Source: an optimization exercise on an open RTL-to-GDS flow (aim: small area). Production flows keep margins and buffers that such runs may drop. In this exercise RTL edits were held to simulation tests only and were not proved equivalent to the original.

Setup of job 3991:
==> flow/design.v (excerpt) <==
module pacal_core (
    input  wire        clk,
    input  wire        rst,           
    input  wire        load_en,
    input  wire [1:0]  load_sel,      
    input  wire [3:0]  load_addr,
    input  wire [15:0] load_data,
    input  wire        run,
    input  wire        stop,
    input  wire [3:0]  irq_req,       
    input  wire [3:0]  irq_mask,
    input  wire        irq_enable,
    input  wire        key_avail,
    input  wire [3:0]  key_data,
    output wire        key_pop,
    output wire        char_valid,
    output wire [3:0]  char_data,
    output wire        running,
    output wire [2:0]  fault,
    input  wire [4:0]  dbg_addr,
    output reg  [3:0]  dbg_data
);
    localparam F_NONE     = 3'd0;
    localparam F_UNKNOWN  = 3'd1;
    localparam F_UNDER    = 3'd2;
    localparam F_OVER     = 3'd3;
    localparam F_RETRANGE = 3'd4;
    localparam F_IRET     = 3'd5;
    function [9:0] encode;
        input [15:0] w;
        reg [3:0] op;
        reg       m;
        reg [2:0] f;
        reg [1:0] ra, rb;
        reg [3:0] imm;
        reg       opnd_ok;
        begin
            op  = w[15:12];
            m   = w[11];
            f   = w[10:8];
            ra  = w[7:6];
            rb  = w[5:4];
            imm = w[3:0];
            opnd_ok = m ? (rb == 2'b00) : (imm == 4'h0);
            encode = 10'b0000_10_0000;
            case (op)
                4'h0: if (w == 16'h0000) encode = 10'b0000_00_0000;
                4'hB: if (f == 3'b000 && ra == 2'b00 && opnd_ok)
                          encode = m ? {4'b1011, 2'b11, imm} : {4'b1111, 2'b11, 2'b00, rb};
                4'hC: if (f <= 3'b010 && ra == 2'b00 && opnd_ok)
                          encode = m ? {4'b1011, f[1:0], imm} : {4'b1111, f[1:0], 2'b00, rb};
                4'hD: if (f == 3'b000 && ra == 2'b00 && opnd_ok)
  ...
clock: 10.0 ns
lec_check: 0
cap_margin: 20
core_margin: 2
core_utilization: 55
cts_buf_list: sky130_fd_sc_hd__clkbuf_8
cts_cluster_diameter: 100
cts_cluster_size: 16
slew_margin: 20
standard.sh (not shown) runs the stock make flow with config.mk's settings and CLKGATE_MAP_FILE= SYNTH_SCRIPT=/design/flow/synth_recipe.tcl, a recipe that flattens the netlist after the stock synthesis.
==> flow/flow/run.sh <==
#!/bin/bash
set -euo pipefail
W=$(pwd)
mkdir -p my

# ORFS's synthesis, with ABC's script replaced right after the preamble
# that builds abc_args ({-script FILE ...}).
awk -v s="$W/flow/abc.script" '
  { print }
  /^source \$::env\(SCRIPTS_DIR\)\/synth_preamble.tcl/ {
    print "set abc_args [lreplace $abc_args 1 1 " s "]"
  }' "$FLOW_HOME/scripts/synth.tcl" > my/synth.tcl
grep -q "lreplace \$abc_args" my/synth.tcl
sed -e "s#\$::env(SCRIPTS_DIR)/synth.tcl#$W/my/synth.tcl#" synth_recipe.tcl > my/synth_recipe.tcl
grep -q "$W/my/synth.tcl" my/synth_recipe.tcl

# The standard flow's make command, with the synthesis script and the extra settings
sed -e "s#SYNTH_SCRIPT=[^ ]*#SYNTH_SCRIPT=$W/my/synth_recipe.tcl#" standard.sh > my/standard.sh
grep -q "my/synth_recipe.tcl" my/standard.sh
export BUFFER_PORTS_ARGS="-buffer_cell sky130_fd_sc_hd__buf_1"
export CTS_ARGS="-sink_clustering_enable -repair_clock_nets -sink_clustering_size 16 -sink_clustering_max_diameter 100 -buf_list sky130_fd_sc_hd__clkbuf_8 -dont_use_dummy_load"

bash my/standard.sh finish > flow_make.log 2>&1
test -s out/final.def
==> flow/flow/abc.script <==
strash
&get -n
&fraig -x
&put
scorr
dc2
strash
&get -n
&deepsyn -T 40
&dch -f
&nf -R 1000
&put
Input-level comparison between job 4502 and job 3991:
--- a/flow/design.v
+++ b/flow/design.v
@@ -203,26 +203,27 @@
     wire       is_store = is_d && op == 4'hA;
     wire       wr_reg   = is_d && (op <= 4'h6 || op == 4'h8 || op == 4'h9);
     wire       wr_flags = is_d && op <= 4'h7;
     assign key_pop    = x_go && is_load && (b == 4'd14) && key_avail;
     assign char_valid = x_go && is_store && (b == 4'd15);
     assign char_data  = a;
     wire [3:0] wval = (op == 4'h9) ? bus_rdata : res;
-    wire [3:0] pc1 = pc + 4'd1;
+    wire [3:0] cnt1 = cnt + 4'd1;
+    wire [3:0] pc1  = cnt1;
     wire [9:0] lword = encode(load_data);
     wire       iwe   = !run_q && load_en && (load_sel == 2'd0) && !rst;
     wire [3:0] wslot = load_addr + ~cnt;
     wire       ram_we = x_go && is_store;
     integer k;
     always @(posedge clk)
         for (k = 0; k < 10; k = k + 1)
             if (rst || (ram_we && b == k + 2)) ram[k] <= rst ? 4'h0 : a;
     integer i;
     always @(posedge clk) begin
-        cnt <= cnt + 4'd1;
+        cnt <= cnt1;
         for (i = 0; i < 16; i = i + 1)
             iring[i] <= (iwe && wslot == i) ? lword : iring[(i + 1) % 16];
         for (i = 0; i < 15; i = i + 1) sring[i] <= sring[i + 1];
         sring[15] <= sready ? top : sring[0];
         if (sready) synced <= 1'b1;
         if (rst) begin
             for (i = 0; i < 4; i = i + 1) regs[i] <= 4'h0;
## What came out
- On floorplan die height, job 3991 and job 4502 are basically level.
- Job 4502 vs job 3991 — synthesized netlist cell count dropped about 1.3%.
- Re global-route track usage on met3: job 3991 and job 4502 aren't equal, and the lower value belongs to job 3991.
- Comparing logic depth of the worst path, buffers included for job 3991 and job 4502, the bigger number came from job 3991.
- Relative to job 3991, the worst setup timing slack at the placement stage of job 4502 is lower by 0.27 ns.
- met2 layer usage reported by global route in job 4502 is 2.9 points below job 3991.
- Worst setup slack: job 4502 vs job 3991 down 0.23 ns
- Path depth of the worst reg2reg path sits lower in job 4502 than in job 3991.
- Of job 3991 and job 4502, the lower area of all placed cells without fillers belongs to job 4502.
- From job 3991 to job 4502 the numbers moved as follows: global-route wire length before repair decreased by 0.55% relative to the old numbers, post-synthesis to final-layout area growth held.
- Job 4502 vs job 3991 — multi-input gate share of total cell area dropped 0.38 points.
- Job 3991 tops out at a higher clock frequency than job 4502.
- Job 3991 and job 4502 ended up with nearly the same relative area of clock buffers and inverters in the final design.

-- port drivers added, routing unchanged --
The results above use ideal ports. As a check the final layouts listed here were re-extracted and re-timed, cells and wires unchanged.
Step 1 sets driving cells, clkbuf_16 on the clock port and buf_2 on the other inputs (assumed; they add their load-dependent delay and slew).
Step 2 moves the port delays by t, midway between the first and last clock arrival at a register: inputs arrive t later, outputs are due t later. That takes back most of the time a late clock gives input paths.
a / b / c = no drivers / after step 1 / after step 2; a / b = the first two.
run	t (ns)	setup slack, ns	worst setup path after step 2
job 3991	0.607	2.285 / 2.241 / 2.241	input to output
job 4502	0.588	2.060 / 2.025 / 2.025	input to output
After both steps setup and hold are still met in every run listed. For job 3991, which loses most, drivers alone change the setup slack by -0.044 ns; drivers and shift together by -0.044 ns.
